Source: an optimization exercise on an open RTL-to-GDS flow (aim: a short achievable clock period and few clock cycles per item). Production flows keep margins and buffers that such runs may drop. RTL that was checked went through simulation tests only; none was proved equivalent to the original. Only the layout flow was run in runs 1 to 3 and 5; the RTL was not checked for function there. Power and IR drop assume default switching activity.

==> design.v <==
module hesch_ucode (
    input  wire [7:0] b,
    output wire [4:0] dec,
    output wire [6:0] alu
);
    wire [3:0] op = b[3:0];
    assign dec[0] = !op[3] && op != 4'd5;
    assign dec[1] = op == 4'd9;
    assign dec[2] = op == 4'd8;
    assign dec[3] = op[3] && op[2] && op[1];
    assign dec[4] = op[3] && op[2] && (op[1] || op[0]);
    assign alu[0] = op[2:0] == 3'd0;
    assign alu[1] = op[2:0] == 3'd1;
    assign alu[2] = op[2:0] == 3'd2;
    assign alu[3] = op[2:0] == 3'd3;
    assign alu[4] = op[2:0] == 3'd4;
    assign alu[5] = op[2:0] == 3'd6;
    assign alu[6] = op[2:0] == 3'd7;
endmodule
module hesch_alu (
    input  wire [6:0] op,
    input  wire [7:0] l,
    input  wire [7:0] r,
    output wire [7:0] y
);
    wire [7:0] sum = l + (op[1] ? ~r : r) + {7'd0, op[1]};
    assign y = ({8{op[0] | op[1]}} & sum)
             | ({8{op[2]}} & (l & r))
             | ({8{op[3]}} & (l | r))
             | ({8{op[4]}} & (l ^ r))
             | ({8{op[5]}} & {l[6:0], 1'b0})
             | ({8{op[6]}} & {1'b0, l[7:1]});
endmodule
module hesch_cpu (
    input  wire       clk,
    input  wire       rst,
    output wire [7:0] mem_addr,
    input  wire [7:0] mem_rdata,
    output wire       mem_we,
    output wire [7:0] mem_wdata,
    output wire       out_valid,
    output wire [7:0] out_data,
    output wire       halted,
    output wire       fault
);
    reg        st_movo;    
    reg        st_jmpo;    
    reg        st_wr;      
    reg        st_pcw;     
    reg        halted_q;
    reg        fault_q;
    reg  [7:0] addr;
    reg  [7:0] ra, rb, rc, rd;
    reg  [7:0] bank;
    reg  [6:0] ex_op;      
    reg  [3:0] ex_w;       
    reg  [7:0] op_l;       
    reg  [7:0] op_r;       
    reg  [3:0] mv_w;       
    reg        mv_bank;
    reg        we_q;
    reg        ov_q;
    reg  [7:0] data_q;
    wire [7:0] b = mem_rdata;
    wire st_opc = !(st_movo | st_jmpo | st_wr | st_pcw | halted_q);
    wire [7:0] addr_inc = addr + 8'd1;
    wire [4:0] dec_op;     
    wire [6:0] dec_alu;
    hesch_ucode u_dec (
        .b    (b),
        .dec  (dec_op),
        .alu  (dec_alu)
    );
    reg [7:0] src;
    always @(*) begin
        case (b[2:0])
            3'd0:    src = ra;
            3'd1:    src = rb;
            3'd2:    src = rc;
            3'd3:    src = rd;
            3'd4:    src = addr_inc;
            3'd5:    src = b;
            3'd6:    src = ra;
            default: src = bank;
        endcase
    end
    wire [3:0] dst = b[7:4];
    wire mv_mem = st_movo && dst == 4'd5 && b[2:0] != 3'd5;
    wire mv_pc  = st_movo && dst == 4'd4;
    wire [7:0] alu_y;
    hesch_alu u_alu (
        .op (ex_op),
        .l  (op_l),
        .r  (op_r),
        .y  (alu_y)
    );
    wire [3:0] sel_l = 4'b0001 << b[7:6];
    wire [3:0] sel_r = 4'b0001 << b[5:4];
    reg  [7:0] reg_l, reg_r;
    always @(*) begin
        case (b[7:6])
            2'd0: reg_l = ra;
            2'd1: reg_l = rb;
            2'd2: reg_l = rc;
            default: reg_l = rd;
        endcase
        case (b[5:4])
            2'd0: reg_r = ra;
            2'd1: reg_r = rb;
            2'd2: reg_r = rc;
            default: reg_r = rd;
        endcase
    end
    wire [7:0] nxt_l = |(ex_w & sel_l) ? alu_y : |(mv_w & sel_l) ? data_q : reg_l;
    wire [7:0] nxt_r = |(ex_w & sel_r) ? alu_y : |(mv_w & sel_r) ? data_q : reg_r;
    assign mem_addr  = addr;
    assign mem_we    = we_q;
    assign mem_wdata = data_q;
    assign out_valid = ov_q;
    assign out_data  = data_q;
    assign halted    = halted_q;
    assign fault     = fault_q;
    always @(posedge clk) begin
        if (rst) begin
            st_movo  <= 1'b0;
            st_jmpo  <= 1'b0;
            st_wr    <= 1'b0;
            st_pcw   <= 1'b0;
            halted_q <= 1'b0;
            fault_q  <= 1'b0;
            addr     <= 8'h00;
            ra       <= 8'h00;
            rb       <= 8'h00;
            rc       <= 8'h00;
            rd       <= 8'h00;
            bank     <= 8'h00;
            ex_w     <= 4'b0000;
            mv_w     <= 4'b0000;
            mv_bank  <= 1'b0;
            we_q     <= 1'b0;
            ov_q     <= 1'b0;
        end else begin
            if (mv_w[0]) ra <= data_q; else if (ex_w[0]) ra <= alu_y;
            if (mv_w[1]) rb <= data_q; else if (ex_w[1]) rb <= alu_y;
            if (mv_w[2]) rc <= data_q; else if (ex_w[2]) rc <= alu_y;
            if (mv_w[3]) rd <= data_q; else if (ex_w[3]) rd <= alu_y;
            if (mv_bank) bank <= data_q;
            ex_w  <= (st_opc && dec_op[0]) ? (4'b0001 << b[7:6]) : 4'b0000;
            ex_op <= dec_alu;
            op_l  <= nxt_l;
            op_r  <= nxt_r;
            mv_w  <= st_movo ? ((5'b00001 << dst) & 5'b01111) : 4'b0000;
            mv_bank <= st_movo && dst == 4'd7;
            we_q  <= mv_mem;
            ov_q  <= st_movo && dst == 4'd9;
            data_q <= src;
            st_movo <= st_opc && dec_op[2];
            st_jmpo <= st_opc && dec_op[1];
            st_wr   <= mv_mem;
            st_pcw  <= mv_pc;
            if (st_opc && dec_op[4]) begin
                halted_q <= 1'b1;
                fault_q  <= dec_op[3];
            end
            if (st_jmpo)
                addr <= b;
            else if (st_pcw)
                addr <= data_q;
            else if (!(mv_mem || mv_pc))
                addr <= addr_inc;
        end
    end
endmodule
==> flow/run.sh <==
#!/bin/bash
# The standard layout, with repair_timing asked for extra setup margin so
# that it keeps improving paths well past the 10 ns the clock needs.
set -euo pipefail
MARGIN=$(cat flow/margin.txt)
bash standard.sh finish SETUP_SLACK_MARGIN=$MARGIN > flow_make.log 2>&1
==> flow/margin.txt <==
7.2
==> standard.sh <==
#!/bin/bash
# synth_recipe.tcl (not shown) runs the flow's synth.tcl, then flattens the netlist and writes it again
# the make line also repeats each setting of config.mk as NAME=value (left out here)
make -C /OpenROAD-flow-scripts/flow DESIGN_CONFIG=/design/flow/config.mk WORK_HOME=/design/flow/orfs CLKGATE_MAP_FILE= SYNTH_SCRIPT=/design/flow/synth_recipe.tcl "${@:-finish}"
==> config.mk <==
export PLATFORM = sky130hd
export DESIGN_NAME = hesch_cpu
export DESIGN_NICKNAME = hesch_cpu
export VERILOG_FILES = /design/flow/design.v
export SDC_FILE = /design/flow/constraint.sdc
export NUM_CORES = 4
export LEC_CHECK = 0
export CAP_MARGIN = 20
export CORE_MARGIN = 2
export CORE_UTILIZATION = 40
export PLACE_DENSITY = 0.6
export SLEW_MARGIN = 20
==> constraint.sdc <==
create_clock -name core_clock -period 10.0 [get_ports {clk}]
set_input_delay 2.0000 -clock core_clock [delete_from_list [all_inputs] [get_ports {clk}]]
set_output_delay 2.0000 -clock core_clock [all_outputs]
set_load 0.01 [all_outputs]
==> metrics.md, run 1 <==
| Metric | Value |
|---|---|
| Prevailing post-synth register cell | dfxtp_1 |
| Final ANT Viol Nets | 0 |
| CP max stage cell | mux4_2 |
| Max incr delay on CP | 0.54 ns |
| Initial antenna violation count | 0 |
| Arr. time, crit path | 3.18 ns |
| Ports | 38 |
| Via count | 5702 |
| Tcrit/Tclk final | 30.96% |
| Layout Skew | 0.01071 ns |
| Leakage | 3.275 nW |
| Total CTS buffers | 9 |
| Asr flop ratio synth | 0% |
| FP Rows | 44 |
| Kind of critical path | input pin to flop |
| Wire per inst | 21.12 µm |
| Die H | 126.7 µm |
| Status | complete, no violations |
| Tot GR Track Use | 24.38% |
| Synth Warn # | 1 |
| Endpoints failing setup | 0 |
| Synthesized area per cell | 9.112 µm² |
| Nets | 774 |
| Final hold violations | 0 |
| Fraction of layout cells with a size suffix above 1 | 35.97% |
| CTS tree | done |
| Routed WL | 19630 µm |
| Die X-Extent | 126.7 µm |
| TNS Setup | 0 ns |
| Worst-path maximum fanout | 8 |
| PortBufs | 37 |
| Power per cell area | 131.7 nW/µm² |
| Routed vias/inst | 6.138 |
| Most frequent cell after synthesis | nor2_1 |
| Htree depth | 3 |
| GP Congestion | 0.8743 |
| Min-Delay Path Class | flop to flop |
| Crit end category | flop |
| # clock sinks | 95 |
| Fmax | 323.0 MHz |
| Register area | 2238 µm² |
| CTS clock-pin slew for the worst setup and hold paths | 0.07 ns |
| Crit path time final | 3.096 ns |
| Pre-CTS setup slack | 5.525 ns |
| Area grow syn2layout | 36.85% |
| Worst-Margin Slew | 0.8390 ns |
| EDFF count, synth | 31 |
| Cells after Synth | 661 |
| Post-synth cell types | 64 |
| RSZ-0062 raised after global routing | true |
| Final worst slack | 6.904 ns |
| Syn_nets | 695 |
| Multi-input combinational cell area | 3925 µm² |
| Worst IR Drop VDD | 76.07 µV |
| Post-synthesis sequential area ratio | 36.73% |
| CP required | 10.08 ns |
| TritonRoute pass-1 iters | 6 |
| N_diodes | 0 |
| DPL Wire Length | 11870 µm |
| Fill count | 1231 |
| Starting Density | 41.13% |
| # hold bufs at CTS | 0 |
| Register bit total from synthesis | 95 |
| Largest net degree at the start of global routing | 55 |
| Share of the synthesized area in the top cell type | 21.27% |
| CP Cell Sequence | buf_12 -> buf_12 -> mux4_2 -> buf_6 -> a211oi_2 -> a21oi_1 |
| DRC viols | 0 |
| Final global-route overflow total | 0 |
| Clk latency of the worst-skew pair | 0.35 ns |
| MaxCap Viol Count | 0 |
| CTS max path bufs | 2 |
| Synth top area cells | dfxtp_1 (21%), edfxtp_1 (15%), mux4_2 (7.5%) |
| Yosys top cell by area | dfxtp_1 |
| Number of global-route vias before repair | 5480 |
| Startpoint Class | input pin |
| Initial DRC Count | 693 |
| Die area | 16060 µm² |
| Final Max Slew Viols | 0 |
| Top post-synthesis cells by count | nor2_1 (88), dfxtp_1 (64), a21oi_1 (57) |
| Cell mode on critical path | buf_12 |
| First-pass GRT wire length | 30690 µm |
| Clock Tree Root | clkbuf_16 |
| Rel. slew slack | 43.99% |
| Core area | 14640 µm² |
| Mapped Area | 6023 µm² |
==> report_power, final <==
group          leakage, nW  internal [mW]  switching, mW
clock                0.158          0.217          0.158
combinational         2.28          0.128          0.141
sequential           0.838          0.417         0.0250
==> kinds of logic (layout without fill, tap and decap cells) <==
group	Yosys count	count (layout)	synth area share [%]
fa+ha+maj	24	24	5.110
simple gates	214	215	16.91
buf+inv	97	179	6.917
compound gates	169	169	20.07
xor+xnor	17	17	2.472
mux	45	46	11.80
flops	95	95	36.73
==> placed cells by master, fill, tap and decap left out, types with 5 or more instances in the layout <==
| cell type | netlist | final |
|---|---|---|
| buf_2 | 5 | 10 |
| a21oi_2 | 1 | 8 |
| nand2b_1 | 15 | 11 |
| a22oi_1 | 7 | 5 |
| ha_1 | 23 | 22 |
| a21oi_1 | 57 | 50 |
| dfxtp_1 | 64 | 53 |
| nor2_4 | 0 | 5 |
| a211oi_2 | 0 | 20 |
| clkbuf_16 | 0 | 11 |
| buf_12 | 0 | 10 |
| o211ai_1 | 5 | 5 |
| dfxtp_2 | 0 | 6 |
| mux2i_1 | 20 | 18 |
| nand3_1 | 14 | 13 |
| a211oi_1 | 36 | 15 |
| nand2_1 | 36 | 32 |
| dfxtp_4 | 0 | 5 |
| a222oi_1 | 7 | 7 |
| mux4_2 | 20 | 21 |
| buf_6 | 0 | 38 |
| nor2_1 | 88 | 81 |
| a311oi_1 | 6 | 5 |
| a211o_1 | 8 | 8 |
| xor2_1 | 13 | 12 |
| nor3_1 | 15 | 13 |
| inv_1 | 38 | 34 |
| buf_4 | 11 | 53 |
| edfxtp_1 | 31 | 31 |
| nor2b_1 | 18 | 11 |
==> per-layer routing <==
metal  up-vias  global-route usage (%)  share of wire (%)
met5         -                       0                  0
met4         0                   7.692                2.6
met3        48                   4.133                7.3
met2       279                   41.21                 48
met1      2793                   32.12                 42
li1       2582                       -                  -
==> sequential cells by signal, summed over array words and instances (netlist names) <==
signal    cells
ra            8
rb            8
fault_q       1
ex_w          4
addr          8
ov_q          1
we_q          1
ex_op         7
data_q        8
mv_bank       1
op_l          8
bank          8
st_jmpo       1
st_pcw        1
halted_q      1
rd            8
st_movo       1
op_r          8
rc            8
mv_w          4
==> critical path: cells and delay by family <==
kind	cells	cell delay [ns]
buffers and inverters	3	0.39
multiplexers	1	0.54
AO/OA/AOI/OAI	2	0.24
==> worst paths after layout <==
kind / start / end / slack [ns] / cells after the start
max: mem_rdata[4] / op_r[0]$_DFFE_PN_ / 6.90 / 6
max reg2reg: ex_op[1]$_DFFE_PN_ / ra[6]$_SDFFE_PP0P_ / 7.28 / 8
min reg2reg: bank[6]$_SDFFE_PP0P_ / bank[6]$_SDFFE_PP0P_ / 0.50 / 2
min: bank[6]$_SDFFE_PP0P_ / bank[6]$_SDFFE_PP0P_ / 0.50 / 2
==> final cells by class <==
cell class,count,share of cell area [%]
repair inverters,1,0.09107
inverters,39,1.867
multi-input cells,471,47.62
flip-flops and latches,95,27.16
clock inverters,5,0.7286
well taps,184,2.793
repair buffers,123,16.55
clock buffers,11,3.203
==> stage by stage <==
stage / hold slack (ns) / power, mW / instances / util [%] / area (µm²)
3_5_place_dp: 0.4850 / 0.6490 / 828 / 44.85 / 6568
5_1_grt: 0.5332 / 1.123 / 929 / 56.29 / 8243
2_1_floorplan: 0.4544 / 0.5980 / 661 / - / 6452
4_1_cts: 0.5057 / 1.066 / 915 / 54.11 / 7924
6_report: 0.5009 / 1.086 / 929 / 56.29 / 8243
3_3_place_gp: 0.4768 / 0.6442 / 828 / 44.85 / 6568
==> timing repair <==
item | in CTS | in global routing
resized for setup | 263 | 48
gates cloned | 10 | 0
pin swaps | 21 | 19
setup endpoints to repair | 126 | 72
setup buffers | 61 | 14
==> run 2: changes to the inputs <==
--- a/design.v
+++ b/design.v
@@ -121,6 +121,12 @@
     assign halted    = halted_q;
     assign fault     = fault_q;
     always @(posedge clk) begin
+        ex_op  <= dec_alu;
+        op_l   <= nxt_l;
+        op_r   <= nxt_r;
+        data_q <= src;
+    end
+    always @(posedge clk) begin
         if (rst) begin
             st_movo  <= 1'b0;
             st_jmpo  <= 1'b0;
@@ -146,14 +152,10 @@
             if (mv_w[3]) rd <= data_q; else if (ex_w[3]) rd <= alu_y;
             if (mv_bank) bank <= data_q;
             ex_w  <= (st_opc && dec_op[0]) ? (4'b0001 << b[7:6]) : 4'b0000;
-            ex_op <= dec_alu;
-            op_l  <= nxt_l;
-            op_r  <= nxt_r;
             mv_w  <= st_movo ? ((5'b00001 << dst) & 5'b01111) : 4'b0000;
             mv_bank <= st_movo && dst == 4'd7;
             we_q  <= mv_mem;
             ov_q  <= st_movo && dst == 4'd9;
-            data_q <= src;
             st_movo <= st_opc && dec_op[2];
             st_jmpo <= st_opc && dec_op[1];
             st_wr   <= mv_mem;
==> flow/margin.txt (replaced) <==
7.6
==> run 2 against run 1 <==
Register-to-register slack improved by 0.29 ns. Sequential power is 5.4% lower. Maximum frequency grew 4.6%. Synthesized cell count rose by 0.61%. Still clean on timing, DRC and antenna. Clock-buffer cell count increased by 1. Combinational power down 3%. Sequential cell count stayed put. Critical path type unchanged. Cell count increased by 4.6%. Die area decreased by 4.2%. Hold slack worse by 0.026 ns. Highest routed layer unchanged. Non-clock buffer count is 47 higher. Utilization rose by 7.8 points.
==> metrics.md, run 2 <==
| Metric | Value |
|---|---|
| Status | complete, no violations |
| Clk latency of the worst-skew pair | 0.35 ns (about the same) |
| CP Depth | 5 (-1) |
| Final Max Slew Viols | 0 (unchanged) |
| N_diodes | 0 (unchanged) |
| Max incr delay on CP | 0.62 ns (+0.08 ns) |
| Synth top area cells | dfxtp_1 (33%), mux4_2 (7.8%), nor2_1 (5.7%) |
| Post-synthesis sequential area ratio | 33.00% (-3.7 points) |
| Yosys top cell by area | dfxtp_1 |
| Worst-path maximum fanout | 7 (-1) |
| Register area | 1963 µm² (-12%) |
| Post-DP Area | 6380 µm² (-2.9%) |
| Top delay family on crit path | multiplexers |
| Fill count | 1032 (-16%) |
| CTS max path bufs | 2 (unchanged) |
| Kind of critical path | input pin to flop |
| Number of global-route vias before repair | 5783 (+5.5%) |
| Cells after Synth | 665 (+0.61%) |
| # hold bufs at CTS | 0 (unchanged) |
| DPL Wire Length | 11390 µm (-4.1%) |
| RSZ-0062 raised after global routing | true |
| R2R Path End | rc[6]$_SDFFE_PP0P_ |
| Endpoints failing setup | 0 (unchanged) |
| R2R Path Start | ex_op[1]$_DFF_P_ |
| Layout Skew | 0.009811 ns (-0.0009020 ns) |
| Fmax | 337.7 MHz (+4.6%) |
| Syn_nets | 699 (+0.58%) |
| CTS tree | done |
| Rel. slew slack | 27.85% (-16 points) |
| Switching share of power | 29.48% (-0.36 points) |
| Routed WL | 22340 µm (+14%) |
| Sequential share of power | 40.4% (-0.3 points) |
| Synthesized area per cell | 8.666 µm² (-4.9%) |
| CTS clock-pin slew for the worst setup and hold paths | 0.07 ns (about the same) |
| Routed vias/inst | 6.273 (+2.2%) |
| Mapped Area | 5763 µm² (-4.3%) |
| Asr flop ratio synth | 0% (unchanged) |
| Tightest hold margin | 0.4748 ns (-0.02601 ns) |
| Initial DRC Count | 716 (+3.3%) |
| Area grow syn2layout | 55.45% |
| Core Util, Final | 64.04% (+7.8 points) |
| Final global-route overflow total | 0 (unchanged) |
| Commonest non-fill, non-tap cells in the layout | dfxtp_1 (74), buf_4 (71), nor2_1 (64) |
| Met3 usage | 6.593% (+2.5 points) |
| Initial antenna violation count | 0 (unchanged) |
| P_int | 0.7287 mW (-4.4%) |
| Final ANT Viol Nets | 0 (unchanged) |
| Worst IR Drop VDD | 81.93 µV (+7.7%) |
| TritonRoute pass-1 iters | 6 (unchanged) |
| CP max stage cell | mux4_2 |
| FP Rows | 43 (-2.3%) |
| Die H | 124.0 µm (-2.1%) |
| CP endpoint | op_l[1]$_DFF_P_ |
| Clock Tree Root | clkbuf_16 |
| Tot GR Track Use | 27.43% (+3.0 points) |
| GR Layer Usage met1 | 33.26% (+1.1 points) |
| Multi-input combinational cell area | 4364 µm² (+11%) |
| Leakage | 3.634 nW (+11%) |
| P_sw | 0.3046 mW (-6.0%) |
| R2r worst-path depth | 9 (+1) |
| Crit end category | flop |
| Met2 Usage GRT | 45.02% (+3.8 points) |
| Power per cell area | 115.3 nW/µm² (-12%) |
| Tcrit/Tclk final | 29.61% (-1.3 points) |
| Startpoint Class | input pin |
| CP Cell Sequence | buf_16 -> mux4_2 -> buf_6 -> a211oi_2 -> a21oi_1 |
| Htree depth | 3 (unchanged) |
| GRT busiest layer | met2 |
| First-pass GRT wire length | 31860 µm (+3.8%) |
| PortBufs | 37 (unchanged) |
| EDFF count, synth | 0 (-100%) |
| Via count | 6097 (+6.9%) |
| Post-synth cell types | 59 (-7.8%) |
| Worst-Margin Slew | 1.081 ns (+0.2418 ns) |
| Combinational power share | 25.2% (+0.5 points) |
| Die area | 15380 µm² (-4.2%) |
| Die X-Extent | 124.0 µm (-2.1%) |
| Largest net degree at the start of global routing | 30 (-45%) |
| CP required | 10.22 ns (+0.14 ns) |
| Worst setup path start | mem_rdata[6] |
| Crit path time final | 2.961 ns (-0.1349 ns) |
| TNS Setup | 0 ns (unchanged) |
| Total CTS buffers | 9 (unchanged) |
| R2R setup slack | 7.57 ns (+0.29 ns) |
| MaxCap Viol Count | 0 (unchanged) |
| Arr. time, crit path | 3.18 ns (about the same) |
| Inst Count DP | 824 (-0.48%) |
| Starting Density | 41.20% (+0.067 points) |
| Fin area | 8959 µm² (+8.7%) |
| Nets | 821 (+6.1%) |
| DRC viols | 0 (unchanged) |
| GP Congestion | 0.8637 (-1.2%) |
| Final hold violations | 0 (unchanged) |
| Synth Warn # | 1 (unchanged) |
| Fin cells | 972 (+4.6%) |
| Ports | 38 (unchanged) |
| # clock sinks | 95 (unchanged) |
| Min-Delay Path Class | flop to flop |
| Most frequent cell after synthesis | dfxtp_1 |
| Top post-synthesis cells by count | dfxtp_1 (95), nor2_1 (87), a21oi_1 (54) |
| Buf/Inv on CP | 2 (-1) |
| Wire per inst | 22.98 µm (+8.8%) |
| Prevailing post-synth register cell | dfxtp_1 |
| Share of the synthesized area in the top cell type | 33.00% (+12 points) |
| Most common cell after layout, fill and taps aside | dfxtp_1 |
| Clk pwr share | 34.4% (-0.2 points) |
| Fraction of layout cells with a size suffix above 1 | 47.35% (+11 points) |
| Register bit total from synthesis | 95 (unchanged) |
| Core area | 13990 µm² (-4.5%) |
-- run 2: logic make-up after synthesis --
logic type | synth area share (%)
muxes | 11.81
adders and majority gates | 5.341
DFF | 33.00
and+or+nand+nor | 19.30
AOI/OAI and AO/OA | 20.82
buffers and inverters | 7.143
xor gates and xnor gates | 2.584
-- run 2: power by group through the flow --
stage	Sequential [mW]	Combinational (mW)	Clock, mW
3_5_place_dp	0.432	0.149	0
2_1_floorplan	0.418	0.128	0
4_1_cts	0.416	0.225	0.355
3_3_place_gp	0.432	0.146	0
6_report	0.418	0.260	0.355
5_1_grt	0.420	0.274	0.374
-- run 2: area by class of cell --
cell class                      instances  area share (%)
Sequential cell                        95           21.91
Clock inverter                          4          0.6145
Multi-Input combinational cell        479           48.72
Timing Repair Buffer                  170           22.11
Clock buffer                           12           2.751
Tap cell                              180           2.514
Inverter                               32           1.383
-- run 2: metal layers --
metal,share of wire [%],up-vias,wire length (µm)
met4,4.8,0,1075
met2,49,386,10920
met3,8.7,90,1940
met5,0,-,0
met1,38,2957,8401
li1,-,2664,-
-- run 2: per-stage QoR --
step / worst slack, ns / power (mW)
after floorplan: 6.726 / 0.5464
after global placement: 5.608 / 0.5783
after detailed placement: 5.579 / 0.5814
after CTS: 7.047 / 0.9968
after global routing: 7.026 / 1.067
final: 7.039 / 1.033
-- run 2: worst min path at each step --
| stage | cells past startpoint | slack (ns) | to | start |
|---|---|---|---|---|
| 2_1_floorplan | 1 | 0.44 | data_q[2]$_DFF_P_ | bank[2]$_SDFFE_PP0P_ |
| 3_3_place_gp | 1 | 0.45 | data_q[4]$_DFF_P_ | bank[4]$_SDFFE_PP0P_ |
| 3_5_place_dp | 1 | 0.46 | data_q[4]$_DFF_P_ | bank[4]$_SDFFE_PP0P_ |
| 4_1_cts | 2 | 0.48 | data_q[0]$_DFF_P_ | bank[0]$_SDFFE_PP0P_ |
| 5_1_grt | 1 | 0.51 | data_q[4]$_DFF_P_ | bank[4]$_SDFFE_PP0P_ |
| 6_report | 1 | 0.47 | data_q[4]$_DFF_P_ | bank[4]$_SDFFE_PP0P_ |
-- run 2: what timing repair did --
| item | 4_1_cts | 5_1_grt |
|---|---|---|
| pin swaps | 52 | 45 |
| buffers inserted | 83 | 35 |
| gates resized for setup | 334 | 87 |
| gates cloned | 14 | 0 |
| endpoints found under the setup margin | 123 | 112 |
==> run 3: changes to the inputs <==
==> flow/margin.txt (replaced) <==
7.2
==> run 3 against run 2 <==
Synthesized area unchanged. Still clean. Worst setup slack improved by 0.015 ns. Utilization fell by 11 points. Hold slack got worse by 0.0086 ns. Combinational power shrank 27%. Total power fell by 2.3%. Register-to-register slack worse by 0.25 ns. Synthesized cell count did not move. Cell count decreased by 8.0%. Clock-buffer cell count unchanged. Via count is 13% lower. Largest power group unchanged. Clock skew fell by 0.0018 ns.
==> metrics.md, run 3 <==
| Metric | Value |
|---|---|
| Commonest non-fill, non-tap cells in the layout | nor2_1 (80), dfxtp_1 (75), a21oi_1 (52) |
| Via count | 5325 (-13%) |
| Cells after Synth | 665 (unchanged) |
| TNS Setup | 0 ns (unchanged) |
| Total CTS buffers | 9 (unchanged) |
| Clock Tree Root | clkbuf_16 |
| Number of global-route vias before repair | 5165 (-11%) |
| Power per cell area | 135.5 nW/µm² (+18%) |
| Initial DRC Count | 406 (-43%) |
| TritonRoute pass-1 iters | 5 (-1) |
| DPL Wire Length | 11330 µm (-0.52%) |
| CP Cell Sequence | buf_16 -> mux4_2 -> mux2i_1 -> nor2_1 -> a21o_2 |
| Ports | 38 (unchanged) |
| CP required | 10.24 ns (+0.02 ns) |
| Worst IR Drop VDD | 89.18 µV (+8.9%) |
| Die area | 15380 µm² (unchanged) |
| CP max stage cell | mux4_2 |
| Largest net degree at the start of global routing | 31 (+3.3%) |
| Startpoint Class | input pin |
| First-pass GRT wire length | 27940 µm (-12%) |
| Final Max Slew Viols | 0 (unchanged) |
| CTS max path bufs | 2 (unchanged) |
| Leakage | 3.022 nW (-17%) |
| Tightest hold margin | 0.4662 ns (-0.008628 ns) |
| Mapped Area | 5763 µm² (unchanged) |
| Final global-route overflow total | 0 (unchanged) |
| Fmax | 339.5 MHz (+0.51%) |
| Routed vias/inst | 5.956 (-5.0%) |
| Endpoints failing setup | 0 (unchanged) |
| Final ANT Viol Nets | 0 (unchanged) |
| Synth Warn # | 1 (unchanged) |
| Routed WL | 18020 µm (-19%) |
| Tot GR Track Use | 23.89% (-3.5 points) |
| N_diodes | 0 (unchanged) |
| Status | complete, no violations |
| Core area | 13990 µm² (unchanged) |
| Post-synth cell types | 59 (unchanged) |
| Wire per inst | 20.16 µm (-12%) |
| MaxCap Viol Count | 0 (unchanged) |
| RSZ-0062 raised after global routing | true |
| Register bit total from synthesis | 95 (unchanged) |
| # clock sinks | 95 (unchanged) |
| Top post-synthesis cells by count | dfxtp_1 (95), nor2_1 (87), a21oi_1 (54) |
| Die H | 124.0 µm (unchanged) |
| Final hold violations | 0 (unchanged) |
| DRC viols | 0 (unchanged) |
| Share of the synthesized area in the top cell type | 33.00% (unchanged) |
| Worst-path maximum fanout | 8 (+1) |
| Kind of critical path | input pin to flop |
| Post-synthesis sequential area ratio | 33.00% (unchanged) |
| Clk latency of the worst-skew pair | 0.35 ns (about the same) |
| Syn_nets | 699 (unchanged) |
| Die X-Extent | 124.0 µm (unchanged) |
| Initial antenna violation count | 0 (unchanged) |
| Most common cell after layout, fill and taps aside | nor2_1 |
| # hold bufs at CTS | 0 (unchanged) |
| Starting Density | 41.20% (unchanged) |
| Asr flop ratio synth | 0% (unchanged) |
| Arr. time, crit path | 3.19 ns (about the same) |
| Min-Delay Path Class | flop to flop |
| Crit path time final | 2.946 ns (-0.01511 ns) |
| Fraction of layout cells with a size suffix above 1 | 31.09% (-16 points) |
| Prevailing post-synth register cell | dfxtp_1 |
| Nets | 744 (-9.4%) |
| Rel. slew slack | 48.88% (+21 points) |
| Worst-Margin Slew | 0.7657 ns (-0.3151 ns) |
| Area grow syn2layout | 29.22% |
| CTS clock-pin slew for the worst setup and hold paths | 0.06 ns (about the same) |
| FP Rows | 43 (unchanged) |
| Max incr delay on CP | 0.65 ns (+0.03 ns) |
| Layout Skew | 0.008010 ns (-0.001801 ns) |
| GP Congestion | 0.8456 (-2.1%) |
| Crit end category | flop |
| Htree depth | 3 (unchanged) |
| Tcrit/Tclk final | 29.46% (-0.15 points) |
| Synth top area cells | dfxtp_1 (33%), mux4_2 (7.8%), nor2_1 (5.7%) |
| CTS tree | done |
| Yosys top cell by area | dfxtp_1 |
| PortBufs | 37 (unchanged) |
| Most frequent cell after synthesis | dfxtp_1 |
| Synthesized area per cell | 8.666 µm² (unchanged) |
| EDFF count, synth | 0 (unchanged) |
[run 3: changes by cell type in the layout (fill, tap and decap cells not counted), moves of 8 or more]
cell / before / now
buf_6: 63 / 31
buf_4: 71 / 50
nor2_1: 64 / 80
buf_8: 10 / 0
nor2_4: 12 / 2
a21oi_1: 43 / 52
a21oi_2: 10 / 2
[run 3: per-stage QoR]
step | power, mW | cells | setup WS [ns] | utilization [%] | area [µm²]
final | 1.009 | 894 | 7.054 | 53.24 | 7447
after CTS | 0.9970 | 886 | 7.070 | 51.49 | 7203
after floorplan | 0.5317 | 665 | 6.726 | - | 5982
after global routing | 1.046 | 894 | 7.019 | 53.24 | 7447
after detailed placement | 0.5731 | 824 | 5.419 | 44.27 | 6192
after global placement | 0.5692 | 824 | 5.546 | 44.27 | 6192
[run 3: path summary, 6_finish.rpt]
kind / slack [ns] / depth (start not counted) / end / startpoint
min reg2reg: 0.47 / 1 / data_q[4]$_DFF_P_ / bank[4]$_SDFFE_PP0P_
min: 0.47 / 1 / data_q[4]$_DFF_P_ / bank[4]$_SDFFE_PP0P_
max: 7.05 / 5 / op_l[7]$_DFF_P_ / mem_rdata[6]
max reg2reg: 7.32 / 8 / rb[6]$_SDFFE_PP0P_ / op_r[0]$_DFF_P_
[run 3: report_power, final]
part           internal, mW  total [mW]  switching, mW
Sequential            0.393       0.416         0.0229
Clock                 0.257       0.404          0.147
Combinational        0.0906       0.189         0.0984
Total                 0.741        1.01          0.268
[run 3: timing repair]
| action | in CTS | in global routing |
|---|---|---|
| setup buffers | 44 | 6 |
| pin swaps | 8 | 15 |
| cloned | 3 | 2 |
| setup endpoints to repair | 89 | 71 |
| resized for setup | 255 | 42 |
[run 3: logic make-up (layout without fill, tap and decap cells)]
family	count (synthesis)	after routing	share of synthesized area, %
muxes	42	45	11.81
buffers and inverters	96	141	7.143
AOI/OAI and AO/OA	167	167	20.82
DFF	95	95	33.00
xor gates and xnor gates	17	17	2.584
and+or+nand+nor	224	225	19.30
adders and majority gates	24	24	5.341
[run 3: cell type report]
type	instances	area, µm²
clock inverters	3	90.09
well taps	180	225.2
fillers	1273	6541
repair buffers	94	993.5
inverters	32	123.9
flip-flops and latches	95	1959
multi-input cells	478	3799
clock buffers	12	256.5
[run 3: routing by layer]
layer	vias to the layer above	part of all wire, %	track usage (%)
met5	-	0	0
met4	0	2.1	7.584
met3	29	5.9	3.846
met2	220	49	40.49
met1	2577	43	31.16
li1	2499	-	-
[run 3: worst max-delay path: cells and delay by family]
family / cells / cell delay [ns]
AND/OR/NAND/NOR: 1 / 0.05
AO/OA/AOI/OAI: 1 / 0.18
multiplexers: 2 / 0.84
buffers and inverters: 1 / 0.11
==> run 4: changes to the inputs <==
--- a/design.v
+++ b/design.v
@@ -54,8 +54,8 @@
     reg  [7:0] bank;
     reg  [6:0] ex_op;      
     reg  [3:0] ex_w;       
-    reg  [7:0] op_l;       
-    reg  [7:0] op_r;       
+    reg  [3:0] ex_l;       
+    reg  [3:0] ex_r;       
     reg  [3:0] mv_w;       
     reg        mv_bank;
     reg        we_q;
@@ -87,32 +87,17 @@
     wire [3:0] dst = b[7:4];
     wire mv_mem = st_movo && dst == 4'd5 && b[2:0] != 3'd5;
     wire mv_pc  = st_movo && dst == 4'd4;
+    wire [7:0] l = ({8{ex_l[0]}} & ra) | ({8{ex_l[1]}} & rb) |
+                   ({8{ex_l[2]}} & rc) | ({8{ex_l[3]}} & rd);
+    wire [7:0] r = ({8{ex_r[0]}} & ra) | ({8{ex_r[1]}} & rb) |
+                   ({8{ex_r[2]}} & rc) | ({8{ex_r[3]}} & rd);
     wire [7:0] alu_y;
     hesch_alu u_alu (
         .op (ex_op),
-        .l  (op_l),
-        .r  (op_r),
+        .l  (l),
+        .r  (r),
         .y  (alu_y)
     );
-    wire [3:0] sel_l = 4'b0001 << b[7:6];
-    wire [3:0] sel_r = 4'b0001 << b[5:4];
-    reg  [7:0] reg_l, reg_r;
-    always @(*) begin
-        case (b[7:6])
-            2'd0: reg_l = ra;
-            2'd1: reg_l = rb;
-            2'd2: reg_l = rc;
-            default: reg_l = rd;
-        endcase
-        case (b[5:4])
-            2'd0: reg_r = ra;
-            2'd1: reg_r = rb;
-            2'd2: reg_r = rc;
-            default: reg_r = rd;
-        endcase
-    end
-    wire [7:0] nxt_l = |(ex_w & sel_l) ? alu_y : |(mv_w & sel_l) ? data_q : reg_l;
-    wire [7:0] nxt_r = |(ex_w & sel_r) ? alu_y : |(mv_w & sel_r) ? data_q : reg_r;
     assign mem_addr  = addr;
     assign mem_we    = we_q;
     assign mem_wdata = data_q;
@@ -120,12 +105,6 @@
     assign out_data  = data_q;
     assign halted    = halted_q;
     assign fault     = fault_q;
-    always @(posedge clk) begin
-        ex_op  <= dec_alu;
-        op_l   <= nxt_l;
-        op_r   <= nxt_r;
-        data_q <= src;
-    end
     always @(posedge clk) begin
         if (rst) begin
             st_movo  <= 1'b0;
@@ -152,10 +131,14 @@
             if (mv_w[3]) rd <= data_q; else if (ex_w[3]) rd <= alu_y;
             if (mv_bank) bank <= data_q;
             ex_w  <= (st_opc && dec_op[0]) ? (4'b0001 << b[7:6]) : 4'b0000;
+            ex_op <= dec_alu;
+            ex_l  <= 4'b0001 << b[7:6];
+            ex_r  <= 4'b0001 << b[5:4];
             mv_w  <= st_movo ? ((5'b00001 << dst) & 5'b01111) : 4'b0000;
             mv_bank <= st_movo && dst == 4'd7;
             we_q  <= mv_mem;
             ov_q  <= st_movo && dst == 4'd9;
+            data_q <= src;
             st_movo <= st_opc && dec_op[2];
             st_jmpo <= st_opc && dec_op[1];
             st_wr   <= mv_mem;
==> run 4 against run 3 <==
Via count up 1.9%. Non-clock buffer count grew 56. Sequential power decreased by 3%. Hold slack improved by 0.036 ns. Final area up 2.8%. Maximum frequency shrank 4.7%. Sequential share of layout area shrank 0.15 points. Global-route usage increased by 3.5 points. Register-to-register slack lost 0.41 ns. Die area fell by 8.2%.
==> metrics.md, run 4 <==
| Metric | Value |
|---|---|
| Worst IR Drop VDD | 98.81 µV (+11%) |
| Combinational power share | 28.1% (+9.4 points) |
| Ports | 38 (unchanged) |
| Register bit total from synthesis | 87 (-8.4%) |
| Worst setup path start | ex_r[2]$_SDFFCE_PN0N_ |
| Commonest non-fill, non-tap cells in the layout | nor2_1 (72), buf_4 (72), buf_6 (57) |
| Rel. slew slack | 40.25% (-8.6 points) |
| Leakage | 3.099 nW (+2.6%) |
| Final ANT Viol Nets | 0 (unchanged) |
| Register area | 2003 µm² (+2.2%) |
| Fill count | 1101 (-14%) |
| Crit end category | flop |
| Worst-Margin Slew | 0.8962 ns (+0.1305 ns) |
| # hold bufs at CTS | 0 (unchanged) |
| Synth Warn # | 1 (unchanged) |
| Fmax | 323.7 MHz (-4.7%) |
| Min-Delay Path Class | flop to flop |
| Via count | 5428 (+1.9%) |
| Nets | 762 (+2.4%) |
| Cell mode on critical path | nand2_2 |
| Area grow syn2layout | 45.23% |
| Met1 WL | 8167 µm (+6.0%) |
| Initial DRC Count | 650 (+60%) |
| Multi-input combinational cell area | 3471 µm² (-8.6%) |
| Worst-path maximum fanout | 6 (-2) |
| Wire per inst | 21.61 µm (+7.2%) |
| Die area | 14120 µm² (-8.2%) |
| Routed vias/inst | 5.998 (+0.70%) |
| Htree depth | 3 (unchanged) |
| CP max stage cell | edfxtp_1 |
| Synthesized area per cell | 8.573 µm² (-1.1%) |
| Core area | 12720 µm² (-9.1%) |
| Sequential share of power | 37.8% (-3.4 points) |
| Yosys top cell by area | dfxtp_1 |
| Hold_sp | fault_q$_SDFFE_PP0P_ |
| Top delay family on crit path | compound AO/OA/AOI/OAI gates |
| Tot GR Track Use | 27.36% (+3.5 points) |
| R2R setup slack | 6.91 ns (-0.41 ns) |
| Total CTS buffers | 9 (unchanged) |
| EDFF count, synth | 23 (+23) |
| Starting Density | 41.44% (+0.25 points) |
| N_diodes | 0 (unchanged) |
| Routed WL | 19560 µm (+8.5%) |
| Power per cell area | 138.9 nW/µm² (+2.5%) |
| Number of global-route vias before repair | 5199 (+0.66%) |
| R2R Path End | ra[5]$_SDFFE_PP0P_ |
| CP required | 10.24 ns (about the same) |
| CP Depth | 13 (+8) |
| Syn_nets | 649 (-7.2%) |
| CP Cell Sequence | buf_6 -> a22oi_2 -> nand2_2 -> xor2_1 -> ha_1 -> and4_1 -> a32oi_2 -> buf_4 -> nand3_2 -> a21oi_2 -> xnor2_1 -> nand2_2 -> a311oi_1 |
| R2r worst-path depth | 13 (+5) |
| Layout Skew | 0.01025 ns (+0.002241 ns) |
| Max incr delay on CP | 0.51 ns (-0.14 ns) |
| Mapped Area | 5273 µm² (-8.5%) |
| PortBufs | 37 (unchanged) |
| Prevailing post-synth register cell | dfxtp_1 |
| Final hold violations | 0 (unchanged) |
| Endpoints failing setup | 0 (unchanged) |
| R2R Path Start | ex_r[2]$_SDFFCE_PN0N_ |
| Met2 WL | 9160 µm (+3.1%) |
| Startpoint Class | flop |
| Switching share of power | 30.06% (+3.5 points) |
| Post-synth cell types | 59 (unchanged) |
| Metal3 WL | 1588 µm (+50%) |
| CTS max path bufs | 2 (unchanged) |
| Die H | 118.8 µm (-4.2%) |
| Top post-synthesis cells by count | nor2_1 (78), dfxtp_1 (64), nand2_1 (60) |
| Tcrit/Tclk final | 30.90% (+1.4 points) |
| Arr. time, crit path | 3.33 ns (+0.14 ns) |
| P_sw | 0.3196 mW (+19%) |
| GP Congestion | 0.8738 (+3.3%) |
| DR top layer | met4 |
| Die X-Extent | 118.8 µm (-4.2%) |
| Clk latency of the worst-skew pair | 0.35 ns (about the same) |
| Clk pwr share | 34.1% (-5.9 points) |
| Share of the synthesized area in the top cell type | 24.30% (-8.7 points) |
| MaxCap Viol Count | 0 (unchanged) |
| DRC viols | 0 (unchanged) |
| Tightest hold margin | 0.5021 ns (+0.03591 ns) |
| CTS tree | done |
| Final Max Slew Viols | 0 (unchanged) |
| Asr flop ratio synth | 0% (unchanged) |
| RSZ-0062 raised after global routing | true |
| Initial antenna violation count | 0 (unchanged) |
| Buf/Inv on CP | 2 (+1) |
| First-pass GRT wire length | 29970 µm (+7.3%) |
| Status | complete, no violations |
| Largest net degree at the start of global routing | 55 (+77%) |
| TNS Setup | 0 ns (unchanged) |
| Kind of critical path | flop to flop |
| Synth top area cells | dfxtp_1 (24%), edfxtp_1 (13%), a22oi_1 (5.6%) |
| Clock Tree Root | clkbuf_16 |
| TritonRoute pass-1 iters | 5 (unchanged) |
| Cells after Synth | 615 (-7.5%) |
| CP endpoint | ra[5]$_SDFFE_PP0P_ |
| P_int | 0.7437 mW (+0.39%) |
| Crit path time final | 3.090 ns (+0.1440 ns) |
| CTS clock-pin slew for the worst setup and hold paths | 0.06 ns (about the same) |
| Post-synthesis sequential area ratio | 37.40% (+4.4 points) |
| # clock sinks | 87 (-8.4%) |
| DPL Wire Length | 11340 µm (about the same) |
| Most frequent cell after synthesis | nor2_1 |
| Fraction of layout cells with a size suffix above 1 | 37.93% (+6.8 points) |
| FP Rows | 41 (-4.7%) |
| Final global-route overflow total | 0 (unchanged) |
run 4: power groups by stage:
stage,combinational [mW],sequential [mW],clock (mW)
global placement,0.158,0.417,0
CTS,0.262,0.400,0.361
floorplan,0.125,0.398,0
detailed placement,0.161,0.417,0
finish,0.298,0.402,0.363
global route,0.317,0.404,0.377
run 4: final cells by class:
class | instances | share of cell area, %
multi-input combinational | 447 | 45.33
sequential | 87 | 26.16
timing repair buffer | 150 | 19.64
clock buffer | 14 | 3.725
tap | 172 | 2.810
inverter | 32 | 1.781
clock inverter | 2 | 0.4575
timing repair inverter | 1 | 0.09804
run 4: stage by stage:
stage	setup slack (ns)	instance area [µm²]	power, mW	std cells	util (%)
6_report	6.910	7657	1.063	905	60.19
4_1_cts	6.924	7301	1.023	892	57.39
3_5_place_dp	5.656	5673	0.5786	778	44.59
2_1_floorplan	6.831	5394	0.5240	615	-
5_1_grt	6.857	7657	1.098	905	60.19
3_3_place_gp	5.744	5673	0.5754	778	44.59
run 4: kinds of logic (layout without fill, tap and decap cells):
group	count (synthesis)	count (layout)	synth area share, %
DFF	87	87	37.40
buffers and inverters	81	199	6.716
xor gates and xnor gates	18	18	2.990
AOI/OAI and AO/OA	182	182	24.63
adders and majority gates	24	24	5.838
and+or+nand+nor	193	193	16.14
muxes	30	30	6.288
run 4: tightest hold or removal path, stage by stage, from the launching register on:
cell     delay [ns]
dfxtp_2        0.33
a22oi_1        0.06
nor2_1         0.07
run 4: repair_timing:
item / 4_1_cts / 5_1_grt
gates cloned: 6 / 0
pin swaps: 64 / 30
endpoints found under the setup margin: 119 / 85
buffers inserted: 92 / 13
hold endpoints to repair: 0 / 0
resized for setup: 301 / 63
run 4: how the worst min path moves through the flow:
stage | slack, ns | cells after the start | to
after floorplan | 0.45 | 2 | bank[3]$_SDFFE_PP0P_
final | 0.50 | 2 | fault_q$_SDFFE_PP0P_
after CTS | 0.50 | 2 | fault_q$_SDFFE_PP0P_
after global placement | 0.48 | 2 | bank[4]$_SDFFE_PP0P_
after detailed placement | 0.49 | 2 | bank[5]$_SDFFE_PP0P_
after global routing | 0.54 | 2 | bank[4]$_SDFFE_PP0P_
run 4: routing by layer:
layer | global-route usage, % | vias to the layer above
met2 | 44.04 | 285
met4 | 10.42 | 0
met1 | 36.84 | 2622
met3 | 4.502 | 47
met5 | 0 | -
li1 | - | 2474
Testbench counts of run 4, summed over its fixed seeds: cycles 14,078, instructions 9,586.
==> run 5: changes to the inputs <==
--- a/design.v
+++ b/design.v
@@ -23,13 +23,54 @@
     input  wire [7:0] r,
     output wire [7:0] y
 );
-    wire [7:0] sum = l + (op[1] ? ~r : r) + {7'd0, op[1]};
-    assign y = ({8{op[0] | op[1]}} & sum)
+    wire [7:0] sum, dif;
+    hesch_alu_add u_add (.a(l), .b(r),  .cin(1'b0), .s(sum));
+    hesch_alu_add u_sub (.a(l), .b(~r), .cin(1'b1), .s(dif));
+    assign y = ({8{op[0]}} & sum)
+             | ({8{op[1]}} & dif)
              | ({8{op[2]}} & (l & r))
              | ({8{op[3]}} & (l | r))
              | ({8{op[4]}} & (l ^ r))
              | ({8{op[5]}} & {l[6:0], 1'b0})
              | ({8{op[6]}} & {1'b0, l[7:1]});
+endmodule
+module hesch_alu_add (
+    input  wire [7:0] a,
+    input  wire [7:0] b,
+    input  wire       cin,
+    output wire [7:0] s
+);
+    wire [7:0] p0 = a ^ b;
+    wire [7:0] g0 = a & b;
+    wire [7:0] g1, p1, g2, p2, g3, p3;
+    assign g1[0] = g0[0] | (p0[0] & cin);
+    assign p1[0] = 1'b0;
+    genvar i;
+    generate
+        for (i = 1; i < 8; i = i + 1) begin : l1
+            assign g1[i] = g0[i] | (p0[i] & (i == 1 ? (g0[0] | (p0[0] & cin)) : g0[i-1]));
+            assign p1[i] = (i == 1) ? 1'b0 : (p0[i] & p0[i-1]);
+        end
+        for (i = 0; i < 8; i = i + 1) begin : l2
+            if (i < 2) begin : lo
+                assign g2[i] = g1[i];
+                assign p2[i] = 1'b0;
+            end else begin : hi
+                assign g2[i] = g1[i] | (p1[i] & g1[i-2]);
+                assign p2[i] = p1[i] & p1[i-2];
+            end
+        end
+        for (i = 0; i < 8; i = i + 1) begin : l3
+            if (i < 4) begin : lo
+                assign g3[i] = g2[i];
+                assign p3[i] = 1'b0;
+            end else begin : hi
+                assign g3[i] = g2[i] | (p2[i] & g2[i-4]);
+                assign p3[i] = p2[i] & p2[i-4];
+            end
+        end
+    endgenerate
+    assign s = p0 ^ {g3[6:0], cin};
 endmodule
 module hesch_cpu (
     input  wire       clk,
@@ -54,8 +95,8 @@
     reg  [7:0] bank;
     reg  [6:0] ex_op;      
     reg  [3:0] ex_w;       
-    reg  [3:0] ex_l;       
-    reg  [3:0] ex_r;       
+    reg  [7:0] op_l;       
+    reg  [7:0] op_r;       
     reg  [3:0] mv_w;       
     reg        mv_bank;
     reg        we_q;
@@ -87,17 +128,32 @@
     wire [3:0] dst = b[7:4];
     wire mv_mem = st_movo && dst == 4'd5 && b[2:0] != 3'd5;
     wire mv_pc  = st_movo && dst == 4'd4;
-    wire [7:0] l = ({8{ex_l[0]}} & ra) | ({8{ex_l[1]}} & rb) |
-                   ({8{ex_l[2]}} & rc) | ({8{ex_l[3]}} & rd);
-    wire [7:0] r = ({8{ex_r[0]}} & ra) | ({8{ex_r[1]}} & rb) |
-                   ({8{ex_r[2]}} & rc) | ({8{ex_r[3]}} & rd);
     wire [7:0] alu_y;
     hesch_alu u_alu (
         .op (ex_op),
-        .l  (l),
-        .r  (r),
+        .l  (op_l),
+        .r  (op_r),
         .y  (alu_y)
     );
+    wire [3:0] sel_l = 4'b0001 << b[7:6];
+    wire [3:0] sel_r = 4'b0001 << b[5:4];
+    reg  [7:0] reg_l, reg_r;
+    always @(*) begin
+        case (b[7:6])
+            2'd0: reg_l = ra;
+            2'd1: reg_l = rb;
+            2'd2: reg_l = rc;
+            default: reg_l = rd;
+        endcase
+        case (b[5:4])
+            2'd0: reg_r = ra;
+            2'd1: reg_r = rb;
+            2'd2: reg_r = rc;
+            default: reg_r = rd;
+        endcase
+    end
+    wire [7:0] nxt_l = |(ex_w & sel_l) ? alu_y : |(mv_w & sel_l) ? data_q : reg_l;
+    wire [7:0] nxt_r = |(ex_w & sel_r) ? alu_y : |(mv_w & sel_r) ? data_q : reg_r;
     assign mem_addr  = addr;
     assign mem_we    = we_q;
     assign mem_wdata = data_q;
@@ -105,6 +161,12 @@
     assign out_data  = data_q;
     assign halted    = halted_q;
     assign fault     = fault_q;
+    always @(posedge clk) begin
+        ex_op  <= dec_alu;
+        op_l   <= nxt_l;
+        op_r   <= nxt_r;
+        data_q <= src;
+    end
     always @(posedge clk) begin
         if (rst) begin
             st_movo  <= 1'b0;
@@ -131,14 +193,10 @@
             if (mv_w[3]) rd <= data_q; else if (ex_w[3]) rd <= alu_y;
             if (mv_bank) bank <= data_q;
             ex_w  <= (st_opc && dec_op[0]) ? (4'b0001 << b[7:6]) : 4'b0000;
-            ex_op <= dec_alu;
-            ex_l  <= 4'b0001 << b[7:6];
-            ex_r  <= 4'b0001 << b[5:4];
             mv_w  <= st_movo ? ((5'b00001 << dst) & 5'b01111) : 4'b0000;
             mv_bank <= st_movo && dst == 4'd7;
             we_q  <= mv_mem;
             ov_q  <= st_movo && dst == 4'd9;
-            data_q <= src;
             st_movo <= st_opc && dec_op[2];
             st_jmpo <= st_opc && dec_op[1];
             st_wr   <= mv_mem;
==> run 5 against run 4 <==
Total power is 8.2% lower. Maximum frequency is 3.8% higher. Clock power shrank 4%. Largest cell class unchanged.
==> metrics.md, run 5 <==
| Metric | Value |
|---|---|
| Cells after Synth | 684 (+11%) |
| N_diodes | 0 (unchanged) |
| TNS Setup | 0 ns (unchanged) |
| Rel. slew slack | 36.26% (-4.0 points) |
| Total CTS buffers | 9 (unchanged) |
| DPL Wire Length | 12370 µm (+9.0%) |
| Min-Delay Path Class | flop to flop |
| Arr. time, crit path | 3.21 ns (-0.12 ns) |
| Core area | 14480 µm² (+14%) |
| Via count | 5797 (+6.8%) |
| CTS tree | done |
| Most frequent cell after synthesis | dfxtp_1 |
| Final global-route overflow total | 0 (unchanged) |
| Tot GR Track Use | 24.73% (-2.6 points) |
| Crit path time final | 2.978 ns (-0.1122 ns) |
| Fmax | 335.8 MHz (+3.8%) |
| Buf/Inv on CP | 3 (+1) |
| Sequential share of power | 42.0% (+4.2 points) |
| CTS max path bufs | 2 (unchanged) |
| Area grow syn2layout | 36.18% |
| EDFF count, synth | 0 (-100%) |
| RSZ-0062 raised after global routing | true |
| Hold path depth | 2 (unchanged) |
| Post-synthesis sequential area ratio | 32.14% (-5.3 points) |
| Leakage | 3.173 nW (+2.4%) |
| Status | complete, no violations |
| Tcrit/Tclk final | 29.78% (-1.1 points) |
| Register bit total from synthesis | 95 (+9.2%) |
| Nets | 794 (+4.2%) |
| Yosys top cell by area | dfxtp_1 |
| Worst IR Drop VDD | 89.84 µV (-9.1%) |
| Die area | 15780 µm² (+12%) |
| MaxCap Viol Count | 0 (unchanged) |
| Clk latency of the worst-skew pair | 0.35 ns (about the same) |
| CP max stage cell | mux4_2 |
| Number of global-route vias before repair | 5763 (+11%) |
| CTS clock-pin slew for the worst setup and hold paths | 0.07 ns (about the same) |
| Switching share of power | 28.53% (-1.5 points) |
| Final hold violations | 0 (unchanged) |
| Max incr delay on CP | 0.53 ns (+0.02 ns) |
| Fraction of layout cells with a size suffix above 1 | 35.26% (-2.7 points) |
| CP required | 10.24 ns (about the same) |
| P_int | 0.6979 mW (-6.2%) |
| Syn_nets | 720 (+11%) |
| Power per cell area | 121.2 nW/µm² (-13%) |
| GP Congestion | 0.9053 (+3.6%) |
| P_sw | 0.2786 mW (-13%) |
| Cell mode on critical path | buf_6 |
| Top delay family on crit path | multiplexers |
| Endpoints failing setup | 0 (unchanged) |
| Top post-synthesis cells by count | dfxtp_1 (95), nor2_1 (84), a21oi_1 (52) |
| Worst-Margin Slew | 0.9560 ns (+0.05984 ns) |
| Startpoint Class | input pin |
| CP Depth | 7 (-6) |
| First-pass GRT wire length | 31280 µm (+4.4%) |
| CP Cell Sequence | buf_6 -> buf_12 -> mux4_2 -> buf_6 -> mux2i_1 -> nor2_1 -> a21o_1 |
| Clk pwr share | 35.8% (+1.7 points) |
| Worst-path maximum fanout | 4 (-2) |
| Routed WL | 20220 µm (+3.4%) |
| Die H | 125.6 µm (+5.7%) |
| Wire per inst | 21.35 µm (-1.2%) |
| Htree depth | 3 (unchanged) |
| Final Max Slew Viols | 0 (unchanged) |
| Final ANT Viol Nets | 0 (unchanged) |
| # clock sinks | 95 (+9.2%) |
| Synthesized area per cell | 8.650 µm² (+0.90%) |
| Starting Density | 40.87% (-0.58 points) |
| Core Util, Final | 55.65% (-4.5 points) |
| Commonest non-fill, non-tap cells in the layout | nor2_1 (76), dfxtp_1 (73), buf_4 (56) |
| Crit end category | flop |
| Synth top area cells | dfxtp_1 (32%), mux4_2 (7.6%), nor2_1 (5.3%) |
| Synth Warn # | 1 (unchanged) |
| Share of the synthesized area in the top cell type | 32.14% (+7.8 points) |
| # hold bufs at CTS | 0 (unchanged) |
| Combinational power share | 22.2% (-5.9 points) |
| Most common cell after layout, fill and taps aside | nor2_1 |
| TritonRoute pass-1 iters | 5 (unchanged) |
| Layout Skew | 0.005937 ns (-0.004314 ns) |
| Asr flop ratio synth | 0% (unchanged) |
| Clock Tree Root | clkbuf_16 |
| Routed vias/inst | 6.121 (+2.1%) |
| DRC viols | 0 (unchanged) |
| PortBufs | 37 (unchanged) |
| Post-synth cell types | 67 (+14%) |
| Kind of critical path | input pin to flop |
| R2r worst-path depth | 8 (-5) |
| Mapped Area | 5917 µm² (+12%) |
| Prevailing post-synth register cell | dfxtp_1 |
| Die X-Extent | 125.6 µm (+5.7%) |
| Initial antenna violation count | 0 (unchanged) |
| Ports | 38 (unchanged) |
| FP Rows | 44 (+7.3%) |
| Initial DRC Count | 543 (-16%) |
| Largest net degree at the start of global routing | 31 (-44%) |
## run 5: changes by cell type in the layout (fill, tap and decap cells not counted), moves of 13 or more
cell and delta:
a21oi_1 +17, a221o_1 +13, a22oi_1 -27, buf_4 -16, dfxtp_1 +20, edfxtp_1 -23, mux4_2 +19, nand2_1 -16
## run 5: metal layers
metal  global-route usage (%)  share of wire [%]  vias to the layer above
li1                         -                  -                     2652
met1                    32.05                 41                     2829
met2                    41.11                 49                      258
met3                    4.630                6.8                       58
met4                    9.346                3.7                        0
met5                        0                  0                        -
## run 5: timing repair
item                                    in CTS  in global routing
resized for setup                          274                 68
endpoints found under the setup margin      95                 80
hold endpoints to repair                     0                  0
gates cloned                                 6                  2
pin swaps                                   16                 18
setup buffers                               59                 15
## run 5: kinds of logic after synthesis
logic type,Yosys count,synth area share [%]
buf+inv,96,6.809
fa+ha+maj,26,5.752
compound gates,193,23.09
simple gates,220,18.84
flops,95,32.14
xor+xnor,8,1.184
mux,46,12.18
## run 5: layout make-up
class	instances	area, µm²
Fill cell	1266	6421
Multi-Input combinational cell	494	4033
Sequential cell	95	1967
Timing Repair Buffer	124	1394
Clock buffer	10	239.0
Tap cell	184	230.2
Inverter	34	135.1
Clock inverter	6	60.06
## run 5: final timing paths
path	from	endpoint	slack, ns
worst max register to register	op_l[5]$_DFF_P_	rb[7]$_SDFFE_PP0P_	7.31
worst max-delay path	mem_rdata[4]	op_r[7]$_DFF_P_	7.02
worst min register to register	bank[5]$_SDFFE_PP0P_	data_q[5]$_DFF_P_	0.47
worst min-delay path	bank[5]$_SDFFE_PP0P_	data_q[5]$_DFF_P_	0.47
## run 5: worst reg2reg max path, cell delays in order, from the launching register on
cell,delay [ns]
dfxtp_2,0.38
inv_1,0.06
ha_2,0.41
nor2_1,0.11
a221o_1,0.34
a21oi_2,0.15
mux2_4,0.31
or4_4,0.49
a221o_1,0.34
## run 5: metrics by stage
stage	hold slack [ns]	setup WS [ns]	cell area, µm²	instances	total power, mW
after CTS	0.4836	7.050	7617	930	0.9561
after detailed placement	0.4616	5.562	6396	849	0.5734
after global routing	0.4922	6.967	8058	947	1.012
after global placement	0.4496	5.579	6396	849	0.5710
after floorplan	0.4398	6.735	6274	684	0.5330
final	0.4726	7.022	8058	947	0.9765
## run 5: power by group through the flow
stage	registers [mW]	logic (mW)	clock network [mW]
6_report	0.410	0.217	0.349
5_1_grt	0.412	0.232	0.369
4_1_cts	0.409	0.195	0.352
3_5_place_dp	0.425	0.148	0
3_3_place_gp	0.425	0.146	0
2_1_floorplan	0.413	0.120	0
==> run 6: changes to the inputs <==
--- a/design.v
+++ b/design.v
@@ -97,6 +97,9 @@
     reg  [3:0] ex_w;       
     reg  [7:0] op_l;       
     reg  [7:0] op_r;       
+    reg        fw_l;       
+    reg        fw_r;       
+    reg  [7:0] wb_q;       
     reg  [3:0] mv_w;       
     reg        mv_bank;
     reg        we_q;
@@ -131,8 +134,8 @@
     wire [7:0] alu_y;
     hesch_alu u_alu (
         .op (ex_op),
-        .l  (op_l),
-        .r  (op_r),
+        .l  (fw_l ? wb_q : op_l),
+        .r  (fw_r ? wb_q : op_r),
         .y  (alu_y)
     );
     wire [3:0] sel_l = 4'b0001 << b[7:6];
@@ -152,8 +155,6 @@
             default: reg_r = rd;
         endcase
     end
-    wire [7:0] nxt_l = |(ex_w & sel_l) ? alu_y : |(mv_w & sel_l) ? data_q : reg_l;
-    wire [7:0] nxt_r = |(ex_w & sel_r) ? alu_y : |(mv_w & sel_r) ? data_q : reg_r;
     assign mem_addr  = addr;
     assign mem_we    = we_q;
     assign mem_wdata = data_q;
@@ -163,8 +164,11 @@
     assign fault     = fault_q;
     always @(posedge clk) begin
         ex_op  <= dec_alu;
-        op_l   <= nxt_l;
-        op_r   <= nxt_r;
+        op_l   <= reg_l;
+        op_r   <= reg_r;
+        fw_l   <= |((ex_w | mv_w) & sel_l);
+        fw_r   <= |((ex_w | mv_w) & sel_r);
+        wb_q   <= |mv_w ? data_q : alu_y;
         data_q <= src;
     end
     always @(posedge clk) begin
==> run 6 against run 5 <==
Still clean on timing, DRC and antenna. Die area rose by 0.45%. Global-route usage rose by 0.093 points. Worst setup slack improved by 0.057 ns. Combinational power rose by 39%. Critical path depth rose by 2. Via count fell by 0.10%. Maximum frequency rose by 1.9%.
==> metrics.md, run 6 <==
| Metric | Value |
|---|---|
| Endpoints failing setup | 0 (unchanged) |
| TritonRoute pass-1 iters | 7 (+2) |
| Total CTS buffers | 9 (unchanged) |
| Rel. slew slack | 41.46% (+5.2 points) |
| Final Power | 1.112 mW (+14%) |
| Ports | 38 (unchanged) |
| N_diodes | 0 (unchanged) |
| P_int | 0.7598 mW (+8.9%) |
| # hold bufs at CTS | 0 (unchanged) |
| Tcrit/Tclk final | 29.21% (-0.57 points) |
| DRC viols | 0 (unchanged) |
| Wire per inst | 21.10 µm (-1.2%) |
| Synthesized area per cell | 8.716 µm² (+0.76%) |
| Combinational power share | 27.1% (+4.9 points) |
| Most frequent cell after synthesis | dfxtp_1 |
| Register bit total from synthesis | 105 (+11%) |
| Clock Tree Root | clkbuf_16 |
| Syn_nets | 718 (-0.28%) |
| Nets | 793 (-0.13%) |
| Kind of critical path | input pin to flop |
| Cells after Synth | 682 (-0.29%) |
| Initial antenna violation count | 0 (unchanged) |
| Core area | 14530 µm² (+0.38%) |
| Initial DRC Count | 696 (+28%) |
| Prevailing post-synth register cell | dfxtp_1 |
| Final hold violations | 0 (unchanged) |
| Status | complete, no violations |
| Switching share of power | 31.68% (+3.1 points) |
| Yosys top cell by area | dfxtp_1 |
| Arr. time, crit path | 3.17 ns (-0.04 ns) |
| P_sw | 0.3523 mW (+26%) |
| Starting Density | 40.90% (about the same) |
| Worst-path maximum fanout | 6 (+2) |
| TNS Setup | 0 ns (unchanged) |
| MaxCap Viol Count | 0 (unchanged) |
| # clock sinks | 105 (+11%) |
| Top post-synthesis cells by count | dfxtp_1 (105), nor2_1 (98), a21oi_1 (44), nand2_1 (44) |
| Power per cell area | 136.3 nW/µm² (+12%) |
| Min-Delay Path Class | flop to flop |
| Mapped Area | 5944 µm² (+0.47%) |
| Worst-Margin Slew | 0.8769 ns (-0.07910 ns) |
| DPL Wire Length | 12190 µm (-1.4%) |
| Synth top area cells | dfxtp_1 (35%), nor2_1 (6.2%), mux4_2 (6.1%) |
| Synth Warn # | 1 (unchanged) |
| Number of global-route vias before repair | 5762 (-0.017%) |
| FP Rows | 44 (unchanged) |
| Commonest non-fill, non-tap cells in the layout | nor2_1 (93), dfxtp_1 (84), buf_4 (58) |
| Final global-route overflow total | 0 (unchanged) |
| CTS clock-pin slew for the worst setup and hold paths | 0.08 ns (about the same) |
| Fill count | 1329 (+5.0%) |
| CTS max path bufs | 2 (unchanged) |
| First-pass GRT wire length | 31370 µm (+0.27%) |
| Asr flop ratio synth | 0% (unchanged) |
| Post-synthesis sequential area ratio | 35.36% (+3.2 points) |
| Tot GR Track Use | 24.82% (+0.093 points) |
| Via count | 5791 (-0.10%) |
| CP required | 10.24 ns (about the same) |
| Die area | 15850 µm² (+0.45%) |
| Leakage | 3.233 nW (+1.9%) |
| EDFF count, synth | 0 (unchanged) |
| Startpoint Class | input pin |
| Post-synth cell types | 55 (-18%) |
| Htree depth | 3 (unchanged) |
| Final Max Slew Viols | 0 (unchanged) |
| Crit end category | flop |
| Layout Skew | 0.008809 ns (+0.002871 ns) |
| Routed WL | 19960 µm (-1.3%) |
| Most common cell after layout, fill and taps aside | nor2_1 |
| Clk pwr share | 31.0% (-4.8 points) |
| Crit path time final | 2.921 ns (-0.05667 ns) |
| RSZ-0062 raised after global routing | true |
| Die H | 125.9 µm (+0.22%) |
| Clk latency of the worst-skew pair | 0.36 ns (about the same) |
| Fmax | 342.4 MHz (+1.9%) |
| Die X-Extent | 125.9 µm (+0.22%) |
| CTS tree | done |
| GP Congestion | 0.8659 (-4.4%) |
| Share of the synthesized area in the top cell type | 35.36% (+3.2 points) |
| Fraction of layout cells with a size suffix above 1 | 35.96% (+0.70 points) |
| Final ANT Viol Nets | 0 (unchanged) |
| Sequential share of power | 41.9% (about the same) |
| Worst IR Drop VDD | 85.97 µV (-4.3%) |
| PortBufs | 37 (unchanged) |
| Area grow syn2layout | 37.26% |
| Largest net degree at the start of global routing | 61 (+97%) |
| Routed vias/inst | 6.122 (about the same) |
-- run 6: cell count changes after synthesis, moves of 7 or more --
| cell | delta |
|---|---|
| nor2_1 | +14 |
| a311oi_1 | +10 |
| dfxtp_1 | +10 |
| mux2_2 | +10 |
| a211oi_1 | -9 |
| nor2b_1 | -9 |
| o21ai_0 | +9 |
| a21o_1 | -8 |
| a21oi_1 | -8 |
| and2_1 | -7 |
| o31ai_1 | +7 |
-- run 6: worst max-delay path, stage by stage --
cell and delay [ns]:
buf_8 0.10, buf_12 0.12, nor2b_4 0.14, nand3_2 0.06, nand4_1 0.18, buf_12 0.21, o21ai_4 0.12, o221a_2 0.20
nor2_1 0.04
-- run 6: cells by family after synthesis --
kind of cell	share of synthesized area, %
and+or+nand+nor	17.09
AOI/OAI and AO/OA	21.17
DFF	35.36
buffers and inverters	6.588
muxes	12.59
adders and majority gates	5.725
xor gates and xnor gates	1.473
-- run 6: repair_timing --
item	CTS	global route
cloned	5	1
buffers inserted	59	11
resized for setup	286	59
setup endpoints to repair	118	82
pin swaps	24	30
-- run 6: power by group through the flow --
stage,clock network (mW),registers [mW],logic (mW)
2_1_floorplan,0,0.466,0.150
3_3_place_gp,0,0.478,0.197
3_5_place_dp,0,0.479,0.201
4_1_cts,0.348,0.464,0.264
5_1_grt,0.365,0.469,0.323
6_report,0.344,0.466,0.301
-- run 6: worst paths after layout --
check                                           from                   end  slack [ns]  depth (start not counted)
worst min-delay path            bank[0]$_SDFFE_PP0P_     data_q[0]$_DFF_P_        0.48                          2
worst max-delay path                    mem_rdata[2]  addr[0]$_SDFFE_PP0P_        7.08                          9
worst max register to register          fw_l$_DFF_P_    ra[1]$_SDFFE_PP0N_        7.23                         12
worst min register to register  bank[0]$_SDFFE_PP0P_     data_q[0]$_DFF_P_        0.48                          2
-- run 6: layer usage --
| layer | up-vias | track usage, % | wire, µm |
|---|---|---|---|
| li1 | 2631 | - | - |
| met1 | 2847 | 32.78 | 8270 |
| met2 | 278 | 41.84 | 9906 |
| met3 | 35 | 2.336 | 1360 |
| met4 | 0 | 10.15 | 424 |
| met5 | - | 0 | 0 |
-- run 6: cell type report --
cell class              count  area, µm²  share of cell area, %
multi-input cells         483       3983                  48.81
flip-flops and latches    105       2168                  26.58
repair buffers            121       1348                  16.52
well taps                 184      230.2                  2.822
clock buffers               9      225.2                  2.760
inverters                  37      141.4                  1.733
clock inverters             7      63.81                 0.7821
-- run 6: metrics by stage --
stage	setup slack (ns)	hold WS, ns	instance area (µm²)	util (%)	cells
finish	7.079	0.4836	8159	56.14	946
global route	7.041	0.5137	8159	56.14	946
CTS	7.122	0.4857	7771	53.47	934
detailed placement	5.491	0.4753	6395	44.00	854
global placement	5.616	0.4609	6395	44.00	854
floorplan	6.981	0.4396	6080	-	682
Testbench counts of run 6, summed over its fixed seeds: cycles 14,078, instructions 9,586.

## separate check: timing with driven ports
The results above use ideal ports. As a check the final layouts listed here were re-extracted and re-timed, cells and wires unchanged. Step 1: set_driving_cell puts a clkbuf_16 on clk and a buf_2 on each other input, an assumption about the parent block. Step 2 adds t to the input delays and takes it off the output delays; t is the mean of the earliest and latest rising clock arrival at the registers after step 1. Input paths then give back, and output paths get back, about the clock's delay inside the block. Slacks: no drivers / after step 1 / after step 2; pairs: no drivers / after step 1.
run	t (ns)	setup slack, ns	worst setup path after step 2	latest minus earliest clock arrival (ns)	slew at the worst register clock pin (ns)
run 1	0.391	6.904 / 6.884 / 6.493	input to register	0.011 / 0.011	0.07 / 0.07
run 2	0.391	7.039 / 6.910 / 6.519	input to register	0.010 / 0.010	0.07 / 0.07
run 3	0.391	7.054 / 7.011 / 6.620	input to register	0.008 / 0.009	0.07 / 0.07
run 4	0.387	6.910 / 6.878 / 6.632	input to register	0.010 / 0.011	0.07 / 0.07
run 5	0.381	7.022 / 7.021 / 6.640	input to register	0.006 / 0.006	0.07 / 0.07
run 6	0.390	7.079 / 7.078 / 6.689	input to register	0.010 / 0.009	0.08 / 0.08
After both steps every run listed still meets setup and hold. For run 2, which loses most, drivers alone change the setup slack by -0.129 ns; drivers and shift together by -0.520 ns.
